Source: an optimization exercise on an open RTL-to-GDS flow (aim: small area, a short achievable clock period and few clock cycles). Production flows keep margins and buffers that such runs may drop. Power figures rest on the tool's default switching activity, not on a simulated workload.

==> flow/design.v <==
module hostlink_framer (
    input  wire       clk,
    input  wire       rst,         
    input  wire       in_valid,
    input  wire [7:0] in_data,
    output wire       in_ready,
    output reg        out_valid,
    output reg  [7:0] out_data,
    output reg        out_first,
    output reg        out_last
);
    reg [7:0] mem0 [0:127];        
    reg [7:0] mem1 [0:127];        
    reg        rst_r;
    always @(posedge clk)
        rst_r <= rst;
    reg        rdy;
    reg        s0v;                
    reg  [7:0] s0d;
    reg  [9:0] tail;               
    reg  [7:0] R;                  
    assign in_ready = rdy;
    wire       acc = in_valid & rdy;
    wire [7:0] wq  = R ^ s0d;      
    always @(posedge clk) begin
        s0d <= in_data;
        if (s0v) begin
            if (tail[0]) mem1[tail[7:1]] <= wq;
            else         mem0[tail[7:1]] <= wq;
        end
    end
    reg  [6:0] A0, A1;
    reg  [7:0] D0, D1;
    reg  [7:0] r0, r1;
    integer k;
    always @(*) begin
        r0 = 8'd0;
        r1 = 8'd0;
        for (k = 0; k < 128; k = k + 1) begin
            r0 = r0 | (mem0[k] & {8{A0 == k}});
            r1 = r1 | (mem1[k] & {8{A1 == k}});
        end
    end
    always @(posedge clk) begin
        D0 <= r0;
        D1 <= r1;
    end
    reg        pv;                 
    reg  [9:0] pa2;                
    reg  [7:0] pL;                 
    reg  [7:0] pfb;                
    reg  [7:0] pq1;                
    localparam T_NONE = 2'd0, T_FB = 2'd1, T_L = 2'd2, T_MEM = 2'd3;
    reg  [1:0] ist;                
    reg  [9:0] oi;                 
    reg  [7:0] ocnt;               
    reg  [7:0] cfb, cL, cq1;       
    reg  [1:0] mty, ety;           
    reg        mlast, elast;
    reg        mbank, ebank;
    reg  [7:0] oprev;
    wire       omem  = (ist == 2'd2);        
    wire       otake = pv & (ist == 2'd0);
    reg  [9:0] p;                  
    reg  [7:0] B;                  
    reg  [7:0] q0, q1, q2, q3;     
    reg  [2:0] nq;                 
    reg  [1:0] fin;                
    reg  [9:0] nf;                 
    reg  [9:0] er;                 
    reg        ev;
    reg  [9:0] ef;                 
    reg        endf;               
    reg        vwait;              
    reg        mcf, mce, mcb;      
    reg        dcf, dce, dcb;      
    reg        bres, beq;          
    reg  [9:0] oldr;               
    wire [7:0] cdat = dcb ? D1 : D0;
    wire       cres = dce | bres;
    wire       ceq  = dce ? (cdat == B) : beq;
    wire       cok  = cres & ceq;            
    wire       cbad = cres & ~ceq;           
    wire       hfree = ~pv | otake;
    wire       cacc = (cok | vwait) & hfree;  
    wire       efv  = (nq >= 3'd3);
    wire [9:0] er1   = er + 10'd1;
    wire [9:0] er2   = er + 10'd2;
    wire [9:0] edist = tail - er;
    wire [9:0] fdist = tail - nf;
    wire [9:0] xdist = tail - ef;
    wire       ewr   = (edist != 10'd0) & ~edist[9];
    wire       eis   = (edist == 10'd1);     
    wire       vwr   = (edist != 10'd0) & (edist != 10'd1) & ~edist[9];
    wire       vis   = (edist == 10'd2);     
    wire       fwr   = (fdist != 10'd0) & ~fdist[9];
    wire       fis   = (fdist == 10'd1);
    wire       xwr   = (xdist != 10'd0) & ~xdist[9];
    wire       xis   = (xdist == 10'd1);
    wire       ebok  = ~(omem & (oi[0] == er[0]));
    wire       vbok  = ~(omem & (oi[0] != er[0]));
    wire       fbok  = ~(omem & (oi[0] == nf[0]));
    wire       xbok  = ~(omem & (oi[0] == ef[0]));
    wire [2:0] qf    = {1'b0, fin} + nq;
    wire       busy  = cres | vwait;
    wire       bx    = cbad & efv & xis;
    wire       iss_x = cbad & efv & ~xis & xwr & xbok;
    wire       bv    = cacc & vis;
    wire       iss_v = cacc & ~vis & vwr & vbok;
    wire       be    = ev & ~endf & ~busy & eis;
    wire       iss_e = ev & ~endf & ~busy & ~eis & ewr & ebok;
    wire       bf    = ~busy & (fin == 2'd0) & (nq < 3'd4) & fis;
    wire       iss_f = ~busy & ~(ev & ~endf & (eis | (ewr & ebok))) & ~bf
                       & (qf < 3'd4) & fwr & fbok;
    wire       c_iss = iss_x | iss_v | iss_e | iss_f;
    wire [9:0] cidx  = ({10{iss_x}} & ef) | ({10{iss_v}} & er1) |
                       ({10{iss_e}} & er) | ({10{iss_f}} & nf);
    wire       fa   = dcf | bf;
    wire [7:0] fdat = dcf ? cdat : R;
    wire [7:0] n0 = (fa & (nq == 3'd0)) ? fdat : q0;
    wire [7:0] n1 = (fa & (nq == 3'd1)) ? fdat : q1;
    wire [7:0] n2 = (fa & (nq == 3'd2)) ? fdat : q2;
    wire [7:0] n3 = (fa & (nq == 3'd3)) ? fdat : q3;
    wire [2:0] nqa = nq + {2'd0, fa};        
    wire [7:0] s1 = (dcf & (nq == 3'd2)) ? fdat : q2;    
    wire [7:0] s2 = (dcf & (nq == 3'd3)) ? fdat : q3;
    wire [7:0] s3 = fdat;
    wire [2:0] nqs = nq - 3'd1 + {2'd0, dcf};
    wire [9:0] erq_n = p + 10'd2 + {2'd0, q0 ^ fdat};
    wire [9:0] erq_s = p + 10'd3 + {2'd0, q1 ^ s1};
    wire [9:0] ef_n2 = p + 10'd3 + {2'd0, q1 ^ fdat};
    wire [9:0] ef_n3 = p + 10'd3 + {2'd0, q1 ^ q2};
    wire [9:0] ef_n  = (nq == 3'd2) ? ef_n2 : ef_n3;
    wire [9:0] ef_s  = p + 10'd4 + {2'd0, s1 ^ s2};
    wire       set_x  = cbad & efv;                        
    wire       set_s  = cbad & ~efv & dcf & (nq == 3'd2);  
    wire       set_n  = ~busy & ~ev & fa & (nq == 3'd1);   
    wire [9:0] er_n   = ({10{set_x}} & ef) | ({10{set_s}} & erq_s) |
                        ({10{set_n}} & erq_n);
    wire [9:0] ef_nx  = cbad ? ef_s : ef_n;
    wire [9:0] p1    = p + 10'd1;
    wire [9:0] p_n   = ({10{cacc}} & er1) | ({10{cbad}} & p1) |
                       ({10{~cacc & ~cbad}} & p);
    wire [9:0] nf1   = nf + 10'd1;
    wire       nfi   = iss_f | bf;
    wire       vgo   = bv | iss_v;
    wire [9:0] nf_n  = ({10{cacc & vgo}} & er2) | ({10{cacc & ~vgo}} & er1) |
                       ({10{~cacc & nfi}} & nf1) | ({10{~cacc & ~nfi}} & nf);
    wire [9:0] c_old = (qf >= 3'd2) ? p + 10'd2 : (qf == 3'd1) ? p1 : p;
    wire [9:0] oldest = (ist != 2'd0) ? oi : pv ? pa2 : c_old;
    wire [9:0] used   = tail + {9'd0, s0v} - oldr;
    always @(posedge clk) begin
        if (omem & ~oi[0])
            A0 <= oi[7:1];
        else if (c_iss & ~cidx[0])
            A0 <= cidx[7:1];
        if (omem & oi[0])
            A1 <= oi[7:1];
        else if (c_iss & cidx[0])
            A1 <= cidx[7:1];
    end
    always @(posedge clk) begin
        if (rst_r) begin
            rdy       <= 1'b0;
            s0v       <= 1'b0;
            tail      <= 10'd0;
            R         <= 8'd0;
            oldr      <= 10'd0;
            pv        <= 1'b0;
            ist       <= 2'd0;
            mty       <= T_NONE;
            ety       <= T_NONE;
            p         <= 10'd0;
            B         <= 8'd0;
            nq        <= 3'd0;
            fin       <= 2'd0;
            nf        <= 10'd0;
            ev        <= 1'b0;
            endf      <= 1'b0;
            vwait     <= 1'b0;
            mcf       <= 1'b0;
            mce       <= 1'b0;
            dcf       <= 1'b0;
            dce       <= 1'b0;
            bres      <= 1'b0;
            out_valid <= 1'b0;
            out_first <= 1'b0;
            out_last  <= 1'b0;
        end else begin
            s0v <= acc;
            if (s0v) begin
                R    <= wq;
                tail <= tail + 10'd1;
            end
            oldr <= oldest;
            rdy  <= acc ? (used < 10'd255) : (used < 10'd256);
            mty   <= T_NONE;
            mlast <= 1'b0;
            mbank <= oi[0];
            if (otake) begin
                mty  <= T_FB;
                cfb  <= pfb;
                cL   <= pL;
                cq1  <= pq1;
                oi   <= pa2;
                ocnt <= pL;
                ist  <= 2'd1;
                pv   <= 1'b0;
            end else if (ist == 2'd1) begin
                mty <= T_L;
                ist <= 2'd2;
            end else if (ist == 2'd2) begin
                mty   <= T_MEM;
                mlast <= (ocnt == 8'd0);
                oi    <= oi + 10'd1;
                ocnt  <= ocnt - 8'd1;
                if (ocnt == 8'd0)
                    ist <= 2'd0;
            end
            ety   <= mty;
            elast <= mlast;
            ebank <= mbank;
            out_valid <= (ety != T_NONE);
            out_first <= (ety == T_FB);
            out_last  <= (ety == T_MEM) & elast;
            case (ety)
                T_FB:  out_data <= cfb;
                T_L:   begin out_data <= cL; oprev <= cq1; end
                T_MEM: begin
                    out_data <= (ebank ? D1 : D0) ^ oprev;
                    oprev    <= ebank ? D1 : D0;
                end
                default: ;
            endcase
            if (rst) begin
                rdy       <= 1'b0;
                out_valid <= 1'b0;
            end
            mcf  <= iss_f | iss_v;
            mce  <= iss_e | iss_x;
            mcb  <= cidx[0];
            dcf  <= mcf & ~cacc;
            dce  <= mce;
            dcb  <= mcb;
            bres <= bx | be;
            if (bx)
                beq <= (R == q0);
            else if (be)
                beq <= (R == B);
            p  <= p_n;
            nf <= nf_n;
            ef <= ef_nx;
            if (set_x | set_s | set_n)
                er <= er_n;
            if (cacc) begin
                pv    <= 1'b1;
                pa2   <= p + 10'd2;
                pL    <= q0 ^ q1;
                pfb   <= q0 ^ B;
                pq1   <= q1;
                ev    <= 1'b0;
                endf  <= 1'b0;
                vwait <= 1'b0;
                q0    <= R;
                nq    <= {2'd0, bv};
                fin   <= {1'b0, iss_v};
            end else if (cbad) begin
                B    <= q0;
                q0   <= q1;
                q1   <= s1;
                q2   <= s2;
                q3   <= s3;
                nq   <= nqs;
                ev   <= set_x | set_s;
                endf <= bx | iss_x;
                fin  <= fin - {1'b0, dcf};
            end else begin
                if (cok)
                    vwait <= 1'b1;
                q0 <= n0;
                q1 <= n1;
                q2 <= n2;
                q3 <= n3;
                nq <= nqa;
                if (set_n)
                    ev <= 1'b1;
                if (iss_e | be)
                    endf <= 1'b1;
                fin <= fin + {1'b0, iss_f} - {1'b0, dcf};
            end
        end
    end
endmodule
Settings: LEC_CHECK=0, CAP_MARGIN=20, CORE_MARGIN=2, CORE_UTILIZATION=40, SLEW_MARGIN=30; clock period 10.0 ns.
standard.sh (not shown) runs the stock make flow with config.mk's settings and CLKGATE_MAP_FILE= SYNTH_SCRIPT=/design/flow/synth_recipe.tcl, a recipe that flattens the netlist after the stock synthesis.
==> flow/flow/run.sh <==
#!/bin/bash
# Own flow: the standard layout (standard.sh, the unchanged ORFS flow
# with the standard flow's config.mk and SDC), with timing repair asked to keep a larger
# setup margin, so the resizer works towards a shorter clock period than the
# 10 ns constraint. The constraint, clock period and everything else are
# the standard flow's own. Each tool's full output goes to flow_make.log here; ORFS's
# per-step logs stay under orfs/logs.
set -euo pipefail
MARGIN=$(cat flow/margin.txt)
bash standard.sh SETUP_SLACK_MARGIN="$MARGIN" finish > flow_make.log 2>&1
test -f out/final.def
==> flow/flow/margin.txt <==
6.4
The first run passed the timing, DRC and antenna checks.
Rerun with:
--- a/flow/design.v
+++ b/flow/design.v
@@ -76,6 +76,7 @@
     reg        dcf, dce, dcb;      
     reg        bres, beq;          
     reg  [9:0] oldr;               
+    reg  [9:0] dp, de, dx, dn;
     wire [7:0] cdat = dcb ? D1 : D0;
     wire       cres = dce | bres;
     wire       ceq  = dce ? (cdat == B) : beq;
@@ -86,9 +87,9 @@
     wire       efv  = (nq >= 3'd3);
     wire [9:0] er1   = er + 10'd1;
     wire [9:0] er2   = er + 10'd2;
-    wire [9:0] edist = tail - er;
-    wire [9:0] fdist = tail - nf;
-    wire [9:0] xdist = tail - ef;
+    wire [9:0] edist = de;
+    wire [9:0] fdist = dn;
+    wire [9:0] xdist = dx;
     wire       ewr   = (edist != 10'd0) & ~edist[9];
     wire       eis   = (edist == 10'd1);     
     wire       vwr   = (edist != 10'd0) & (edist != 10'd1) & ~edist[9];
@@ -138,6 +139,25 @@
     wire [9:0] er_n   = ({10{set_x}} & ef) | ({10{set_s}} & erq_s) |
                         ({10{set_n}} & erq_n);
     wire [9:0] ef_nx  = cbad ? ef_s : ef_n;
+    wire [9:0] S     = {9'd0, s0v};
+    wire [9:0] dpS   = dp + S;
+    wire [9:0] deS   = de + S;
+    wire [9:0] dxS   = dx + S;
+    wire [9:0] dnS   = dn + S;
+    wire [9:0] de_s  = dpS - 10'd3 - {2'd0, q1 ^ s1};
+    wire [9:0] de_n  = dpS - 10'd2 - {2'd0, q0 ^ fdat};
+    wire [9:0] dx_n2 = dpS - 10'd3 - {2'd0, q1 ^ fdat};
+    wire [9:0] dx_n3 = dpS - 10'd3 - {2'd0, q1 ^ q2};
+    wire [9:0] dx_s  = dpS - 10'd4 - {2'd0, s1 ^ s2};
+    wire [9:0] dx_nn = (nq == 3'd2) ? dx_n2 : dx_n3;
+    wire       set_k  = ~(set_x | set_s | set_n);
+    wire [9:0] de_nx = ({10{set_x}} & dxS) | ({10{set_s}} & de_s) |
+                       ({10{set_n}} & de_n) | ({10{set_k}} & deS);
+    wire [9:0] dx_nx = cbad ? dx_s : dx_nn;
+    wire [9:0] deS1  = deS - 10'd1;
+    wire [9:0] deS2  = deS - 10'd2;
+    wire [9:0] dpS1  = dpS - 10'd1;
+    wire [9:0] dnS1  = dnS - 10'd1;
     wire [9:0] p1    = p + 10'd1;
     wire [9:0] p_n   = ({10{cacc}} & er1) | ({10{cbad}} & p1) |
                        ({10{~cacc & ~cbad}} & p);
@@ -146,6 +166,10 @@
     wire       vgo   = bv | iss_v;
     wire [9:0] nf_n  = ({10{cacc & vgo}} & er2) | ({10{cacc & ~vgo}} & er1) |
                        ({10{~cacc & nfi}} & nf1) | ({10{~cacc & ~nfi}} & nf);
+    wire [9:0] dp_n  = ({10{cacc}} & deS1) | ({10{cbad}} & dpS1) |
+                       ({10{~cacc & ~cbad}} & dpS);
+    wire [9:0] dn_n  = ({10{cacc & vgo}} & deS2) | ({10{cacc & ~vgo}} & deS1) |
+                       ({10{~cacc & nfi}} & dnS1) | ({10{~cacc & ~nfi}} & dnS);
     wire [9:0] c_old = (qf >= 3'd2) ? p + 10'd2 : (qf == 3'd1) ? p1 : p;
     wire [9:0] oldest = (ist != 2'd0) ? oi : pv ? pa2 : c_old;
     wire [9:0] used   = tail + {9'd0, s0v} - oldr;
@@ -175,6 +199,8 @@
             nq        <= 3'd0;
             fin       <= 2'd0;
             nf        <= 10'd0;
+            dp        <= 10'd0;
+            dn        <= 10'd0;
             ev        <= 1'b0;
             endf      <= 1'b0;
             vwait     <= 1'b0;
@@ -252,6 +278,10 @@
             ef <= ef_nx;
             if (set_x | set_s | set_n)
                 er <= er_n;
+            dp <= dp_n;
+            de <= de_nx;
+            dx <= dx_nx;
+            dn <= dn_n;
             if (cacc) begin
                 pv    <= 1'b1;
                 pa2   <= p + 10'd2;
After rerunning: Routed wire length climbs by 9.6%; total power climbs by 22%; combinational power climbs by 110%; clock-buffer cell count climbs by 48; core utilization climbs by 0.11 points; worst hold slack got worse by 0.0089 ns; clock power climbs by 11%; sequential cell count climbs by 38; cell count climbs by 8.8%; sequential share of layout area drops by 2.7 points; worst setup slack improved by 0.15 ns; final area climbs by 6.0%; synthesized cell count climbs by 14%; maximum frequency climbs by 4.0%.
No functional check of the RTL was part of any run of this note.

## port drivers added, routing unchanged
No port has a modelled driver above. Below, the same layouts with a new extraction and two added sets of constraints. Step 1, drivers: a clkbuf_16 drives clk and a buf_2 each remaining input, both assumed. Step 2 times the ports against the registers' clock, not the clock port: input delays grow and output delays shrink by t, the midpoint of the rising clock arrivals with the driver on. Three values: ideal, step 1, step 2; two values: the first two.
| run | t, ns | slack for setup (ns) | worst hold slack (ns) |
|---|---|---|---|
| the first run | 0.964 | 6.012 / 6.012 / 6.012 | 0.415 / 0.415 / 0.415 |
| the second run | 1.028 | 6.163 / 6.163 / 6.163 | 0.406 / 0.406 / 0.406 |
After both steps setup and hold are still met in every run listed.
